What follows belongs to an exercise in optimizing a design on an open flow for small area, a short achievable clock period and few clock cycles; a production flow would make more cautious choices. Where RTL was checked, it was by simulation tests only, not by an equivalence proof against the original.

==> inputs of trial 41 <==
## dkc
module dkc (
    input  wire        clk,
    input  wire        rst_n,         
    input  wire        host_we,
    input  wire        host_re,
    input  wire [8:0]  host_addr,
    input  wire [7:0]  host_wdata,
    output reg  [7:0]  host_rdata,    
    input  wire        cmd_valid,
    input  wire [15:0] cmd_word,
    output reg         rsp_valid,     
    output wire [7:0]  rsp_status
);
clock: 8.0 ns
lec_check: 0
cap_margin: 40
core_margin: 2
core_utilization: 50
setup_slack_margin: 3.6
slew_margin: 40
standard.sh (not shown) runs the stock make flow with config.mk's settings and CLKGATE_MAP_FILE= SYNTH_SCRIPT=/design/flow/synth_recipe.tcl, a recipe that flattens the netlist after the stock synthesis.
==> flow/flow/run.sh <==
#!/bin/bash
# Layout flow: the standard flow (standard.sh) with one change.  The
# half- and full-adder cells are kept out of synthesis: otherwise Yosys's
# extract_fa fixes slow ha/fa cells into the DES S-box logic before ABC maps
# it.  Everything else (synthesis script, floorplan, power grid, placement,
# CTS, routing) is the standard flow's.
set -euo pipefail
cat >> config.mk <<'EOC'
export DONT_USE_CELLS += sky130_fd_sc_hd__ha_1 sky130_fd_sc_hd__ha_2 sky130_fd_sc_hd__ha_4 sky130_fd_sc_hd__fa_1 sky130_fd_sc_hd__fa_2 sky130_fd_sc_hd__fa_4
EOC
bash standard.sh > standard_flow.log 2>&1
==> inputs of build 93, as changes to trial 41 <==
--- a/flow/design.v
+++ b/flow/design.v
@@ -670,20 +670,20 @@
     output reg         rsp_valid,     
     output wire [7:0]  rsp_status
 );
     localparam integer RPC = 2;                
     localparam integer NC  = 16 / RPC;         
-    localparam integer CW  = (NC > 8) ? 4 : (NC > 4) ? 3 : (NC > 2) ? 2 : 1;
+    localparam integer CW  = (NC > 1) ? $clog2(NC) : 1;
     localparam [3:0] OP_KEXP = 4'h1, OP_TENC = 4'h2, OP_TDEC = 4'h3,
                      OP_XOR  = 4'h4, OP_MSKI = 4'h5, OP_MSKR = 4'h6,
                      OP_IPEK = 4'h7, OP_SKR  = 4'h8, OP_DTK  = 4'h9;
     localparam [2:0] E_OK = 3'd0, E_KEYLEN = 3'd1, E_BLKLEN = 3'd2,
                      E_MISMATCH = 3'd3, E_KSNLEN = 3'd5, E_ILLEGAL = 3'd6;
     localparam [63:0] IPEK_VARIANT  = 64'hC0C0C0C0_00000000;
     localparam [63:0] ROUND_VARIANT = 64'hFFFFFFFF_00000000;
     localparam [63:0] ROUND_KSN_AND = 64'hFFFFFFFF_FFE00000;
-    localparam integer S_IDLE = 0, S_RDA = 1, S_RDB = 2, S_LD = 3, S_RUN = 4, S_WR = 5;
+    localparam integer S_IDLE = 0, S_RDA = 1, S_RDB = 2, S_RUN = 3, S_WR = 4;
     localparam [511:0] IP_T = {
         8'd58, 8'd50, 8'd42, 8'd34, 8'd26, 8'd18, 8'd10, 8'd2,
         8'd60, 8'd52, 8'd44, 8'd36, 8'd28, 8'd20, 8'd12, 8'd4,
         8'd62, 8'd54, 8'd46, 8'd38, 8'd30, 8'd22, 8'd14, 8'd6,
         8'd64, 8'd56, 8'd48, 8'd40, 8'd32, 8'd24, 8'd16, 8'd8,
@@ -737,11 +737,11 @@
             always @(posedge clk)
                 if (len_en)
                     buf_len[n*5 +: 5] <= wlen;
         end
     endgenerate
-    reg  [5:0]  st;           
+    reg  [4:0]  st;           
     reg  [7:0]  esel;         
     reg  [15:0] cw;
     wire [3:0]  op  = cw[15:12];
     wire [2:0]  rd  = cw[11:9];
     wire [2:0]  rs1 = cw[8:6];
@@ -863,24 +863,26 @@
     wire run       = st[S_RUN];
     wire last_cyc  = (cyc == NC - 1);
     wire des_end   = run && last_cyc && pass == 2'd2;
     wire fold_rst  = des_end && fold_op && !lastf_q;      
     wire dir       = dec0 ^ (pass == 2'd1);
-    reg run_mid_q, pass_end_q, des_end_q, fold_rst_q;
-    wire ld_q = st[S_LD];     
+    reg run_mid_q, pass_end_q, des_end_q, fold_rst_q, ld_q;
+    wire to_run = st[S_RDB] && err == E_OK && (is_tdes || is_fold);
     wire pre_last = run && cyc == NC - 2;
     always @(posedge clk) begin
         if (!rst_n) begin
             run_mid_q  <= 1'b0;
             pass_end_q <= 1'b0;
             des_end_q  <= 1'b0;
             fold_rst_q <= 1'b0;
+            ld_q       <= 1'b0;
         end else begin
-            run_mid_q  <= ld_q || (run && !pre_last);
+            run_mid_q  <= to_run || (run && !pre_last);
             pass_end_q <= pre_last && pass != 2'd2;
             des_end_q  <= pre_last && pass == 2'd2;
             fold_rst_q <= pre_last && pass == 2'd2 && fold_op && !lastf_q;
+            ld_q       <= st[S_RDA];
         end
     end
     wire [63:0] variant = vsel ? IPEK_VARIANT : ROUND_VARIANT;
     wire [RPC*48-1:0] ksa, ksb;
     wire [55:0] cda_rot, cdb_rot;
@@ -949,113 +951,107 @@
     wire [55:0] pa_fr, pb_fr;
     dkc_perm #(.N_IN(64), .N_OUT(56), .TABLE(PC1_T)) u_pc1af (.x(out_a), .y(pa_fr));
     dkc_perm #(.N_IN(64), .N_OUT(56), .TABLE(PC1_T)) u_pc1bf (.x(out_a ^ variant), .y(pb_fr));
     wire [55:0] cda_fr = {pa_fr[54:28], pa_fr[55], pa_fr[26:0], pa_fr[27]};
     wire [55:0] cdb_fr = {pb_fr[54:28], pb_fr[55], pb_fr[26:0], pb_fr[27]};
-    wire [63:0] src = fold_op ? blk : {lb, rb};
     wire [63:0] blk_in = fold_op ? fold_m : b_data[191:128];
     wire [63:0] blk_ip;
     dkc_perm #(.N_IN(64), .N_OUT(64), .TABLE(IP_T)) u_ip (.x(blk_in), .y(blk_ip));
     always @(posedge clk) begin
         if (!rst_n) begin
-            st         <= 6'd1 << S_IDLE;
+            st         <= 5'd1 << S_IDLE;
             cw         <= 16'd0;
             status_err <= E_OK;
             rsp_valid  <= 1'b0;
         end else begin
             rsp_valid <= 1'b0;
             if (st[S_IDLE] && cmd_valid) begin
                 cw <= cmd_word;
-                st <= 6'd1 << S_RDA;
+                st <= 5'd1 << S_RDA;
             end
             if (st[S_RDA])
-                st <= 6'd1 << S_RDB;
+                st <= 5'd1 << S_RDB;
             if (st[S_RDB]) begin
                 if (err != E_OK) begin
                     status_err <= err;
                     rsp_valid  <= 1'b1;
-                    st         <= 6'd1 << S_IDLE;
+                    st         <= 5'd1 << S_IDLE;
                 end else if (is_tdes || is_fold) begin
-                    st <= 6'd1 << S_LD;
+                    st <= 5'd1 << S_RUN;
                 end else begin
-                    st <= 6'd1 << S_WR;
+                    st <= 5'd1 << S_WR;
                 end
             end
-            if (ld_q)
-                st <= 6'd1 << S_RUN;
             if (des_end && !fold_rst)
-                st <= 6'd1 << S_WR;
+                st <= 5'd1 << S_WR;
             if (st[S_WR]) begin
                 status_err <= E_OK;
                 rsp_valid  <= 1'b1;
-                st         <= 6'd1 << S_IDLE;
+                st         <= 5'd1 << S_IDLE;
             end
         end
     end
     always @(posedge clk)
         if (st[S_IDLE])
             esel <= 8'd1 << cmd_word[8:6];
         else if (st[S_RDA])
             esel <= 8'd1 << rs2;
     always @(posedge clk) begin
         if (st[S_RDA]) begin
+            cur     <= rport[191:64];
             blk     <= rport[63:0];
             a_len   <= rlen;
             dec0    <= (op == OP_TDEC);
             vsel    <= (op == OP_IPEK);
             fold_op <= is_fold;
         end
         if (st[S_RDB]) begin
             fcnt <= 5'd0;
             ctr  <= (op == OP_DTK) ? b_ksn8[20:0] : 21'd0;
-            if (fold_op)
-                blk <= blk_ip;
-        end
-        if (ld_q) begin
             cyc  <= {CW{1'b0}};
             pass <= 2'd0;
+            if (fold_op)
+                blk <= blk_ip;
         end
         if (run) begin
             cyc <= last_cyc ? {CW{1'b0}} : cyc + 1'b1;
             if (pass_end_q)
                 pass <= pass + 2'd1;
             if (des_end_q) begin
                 pass <= 2'd0;
-                if (fold_op)
+                if (fold_op) begin
+                    cur  <= {out_a, out_b};
                     fcnt <= fcnt + 5'd1;
+                end else begin
+                    cur[127:64] <= out_a;
+                end
             end
         end
-        if (st[S_RDA] || (run && des_end_q))
-            cur <= cur_d;
-        cda <= cda_d;
-        cdb <= cdb_d;
-        la  <= la_d;
-        ra  <= ra_d;
-        lb  <= lb_d;
-        rb  <= rb_d;
+        if (fold_rst_q) begin
+            cda <= cda_fr;
+            cdb <= cdb_fr;
+        end else if (run_mid_q) begin
+            cda <= cda_rot;
+            cdb <= cdb_rot;
+        end else begin
+            cda <= cda_ld;
+            cdb <= cdb_ld;
+        end
+        if (ld_q) begin
+            la <= blk_ip[63:32];  ra <= blk_ip[31:0];
+            lb <= blk_ip[63:32];  rb <= blk_ip[31:0];
+        end else if (fold_rst_q) begin
+            la <= blk[63:32];     ra <= blk[31:0];
+            lb <= blk[63:32];     rb <= blk[31:0];
+        end else if (pass_end_q) begin
+            la <= ar[RPC];        ra <= al[RPC];
+            lb <= br[RPC];        rb <= bl[RPC];
+        end else begin
+            la <= al[RPC];        ra <= ar[RPC];
+            lb <= bl[RPC];        rb <= br[RPC];
+        end
     end
-    wire dp_pe    = pass_end_q;                   
-    wire dp_fr    = fold_rst_q;                   
-    wire dp_ld    = ld_q;                         
-    wire dp_rdb   = st[S_RDB];                    
-    wire dp_plain = !(dp_pe || dp_fr || dp_ld || dp_rdb);
-    wire cd_rot_s = run_mid_q;
-    wire cd_ld_s  = !(run_mid_q || fold_rst_q);
-    wire [31:0] la_d = ({32{dp_pe}} & ar[RPC]) | ({32{dp_plain}} & al[RPC]) |
-                       ({32{dp_ld}} & src[63:32]) | ({32{dp_fr}} & blk[63:32]);
-    wire [31:0] ra_d = ({32{dp_pe}} & al[RPC]) | ({32{dp_plain}} & ar[RPC]) |
-                       ({32{dp_ld}} & src[31:0]) | ({32{dp_fr}} & blk[31:0]);
-    wire [31:0] lb_d = ({32{dp_pe}} & br[RPC]) | ({32{dp_plain}} & bl[RPC]) |
-                       ({32{dp_ld || dp_fr}} & blk[63:32]) | ({32{dp_rdb}} & blk_ip[63:32]);
-    wire [31:0] rb_d = ({32{dp_pe}} & bl[RPC]) | ({32{dp_plain}} & br[RPC]) |
-                       ({32{dp_ld || dp_fr}} & blk[31:0]) | ({32{dp_rdb}} & blk_ip[31:0]);
-    wire [55:0] cda_d = ({56{dp_fr}} & cda_fr) | ({56{cd_rot_s}} & cda_rot) |
-                        ({56{cd_ld_s}} & cda_ld);
-    wire [55:0] cdb_d = ({56{dp_fr}} & cdb_fr) | ({56{cd_rot_s}} & cdb_rot) |
-                        ({56{cd_ld_s}} & cdb_ld);
-    wire [127:0] cur_d = st[S_RDA] ? rport[191:64] :
-                         {out_a, fold_op ? out_b : cur[63:0]};
     reg [191:0] result;
     reg [4:0]   result_len;
     always @(*) begin
         case (op)
             OP_KEXP: begin result = kexp_res;                   result_len = 5'd24; end
==> flow/run.sh (new file) <==
#!/bin/bash
# synth_recipe.tcl (not shown) runs the flow's synth.tcl, then flattens the netlist and writes it again
# the make line also repeats each setting of config.mk as NAME=value (left out here)
make -C /OpenROAD-flow-scripts/flow DESIGN_CONFIG=/design/flow/config.mk WORK_HOME=/design/flow/orfs CLKGATE_MAP_FILE= SYNTH_SCRIPT=/design/flow/synth_recipe.tcl finish
==> flow/config.mk (replaced) <==
export PLATFORM = sky130hd
export DESIGN_NAME = dkc
export DESIGN_NICKNAME = dkc
export VERILOG_FILES = /design/flow/design.v
export SDC_FILE = /design/flow/constraint.sdc
export NUM_CORES = 8
export LEC_CHECK = 0
export ABC_CLOCK_PERIOD_IN_PS = 4000
export CAP_MARGIN = 20
export CORE_MARGIN = 2
export CORE_UTILIZATION = 40
export SETUP_SLACK_MARGIN = 3.5
export SLEW_MARGIN = 20
removed: flow/flow/run.sh
removed: flow/standard.sh
==> notes <==
Trial 41 finished with timing, DRC and antenna clean. Build 93 finished but failed the layout checks on capacitance limit, slew limit. Of trial 41 and build 93, trial 41 has the higher setup slack (gap 0.61 ns). Of trial 41 and build 93, trial 41 has the higher fmax (gap 13%, measured against build 93). In build 93 the clock-buffer cell count is higher than in trial 41, by 24. Sequential cell count is the same in build 93 and trial 41. First-iteration DRC count: trial 41 is higher than build 93 (about 19%).
==> figures <==
Multi-input comb cells: trial 41 8599; build 93 8483
Area of the mapped netlist: trial 41 0.1203 mm^2; build 93 0.1211 mm^2
Resized Gates After CTS: trial 41 947; build 93 1609
Run status: trial 41 complete, no violations; build 93 finished with violations
Reasons for failing layout checks: trial 41 -; build 93 capacitance limit, slew limit
Hold slack final: trial 41 0.4797 ns; build 93 0.4807 ns
Num rows: trial 41 180; build 93 202
Vias in the first global route: trial 41 105154; build 93 107026
Signed area change from the synthesized netlist to the final layout: trial 41 25.18%; build 93 28.39%
Library cells used by synthesis: trial 41 121; build 93 112
Proportion of cell area occupied by registers: trial 41 39.73%; build 93 38.19%
Arr. time, crit path: trial 41 5.48 ns; build 93 5.94 ns
Layout Cells excl Fill: trial 41 16037; build 93 16856
Final nets: trial 41 12628; build 93 12894
Testbench counts of trial 41, summed over its fixed seeds: cycles 42,949.
Function not checked in build 93: the RTL went through the layout flow alone.

## static timing again, ports no longer ideal
How much do the figures lean on ideal ports? The routed layouts below were timed once more, with nothing changed but the port constraints. Step 1 assumes that a clkbuf_16 drives the clock port and a buf_2 every other input. Step 2 adds t to the input delays and takes it off the output delays; t is the mean of the earliest and latest rising clock arrival at the registers after step 1. Input paths then give back, and output paths get back, about the clock's delay inside the block. a / b / c = no drivers / after step 1 / after step 2; a / b = the first two.
| run | t (ns) | setup slack, ns | slew at the worst register clock pin (ns) |
|---|---|---|---|
| trial 41 | 1.008 | 3.331 / 3.331 / 2.414 | 0.07 / 0.07 |
| build 93 | 1.006 | 2.721 / 2.721 / 2.321 | 0.07 / 0.07 |
The setup slack of trial 41, which loses most, moves by 0.000 ns with the drivers and by -0.917 ns with both steps.
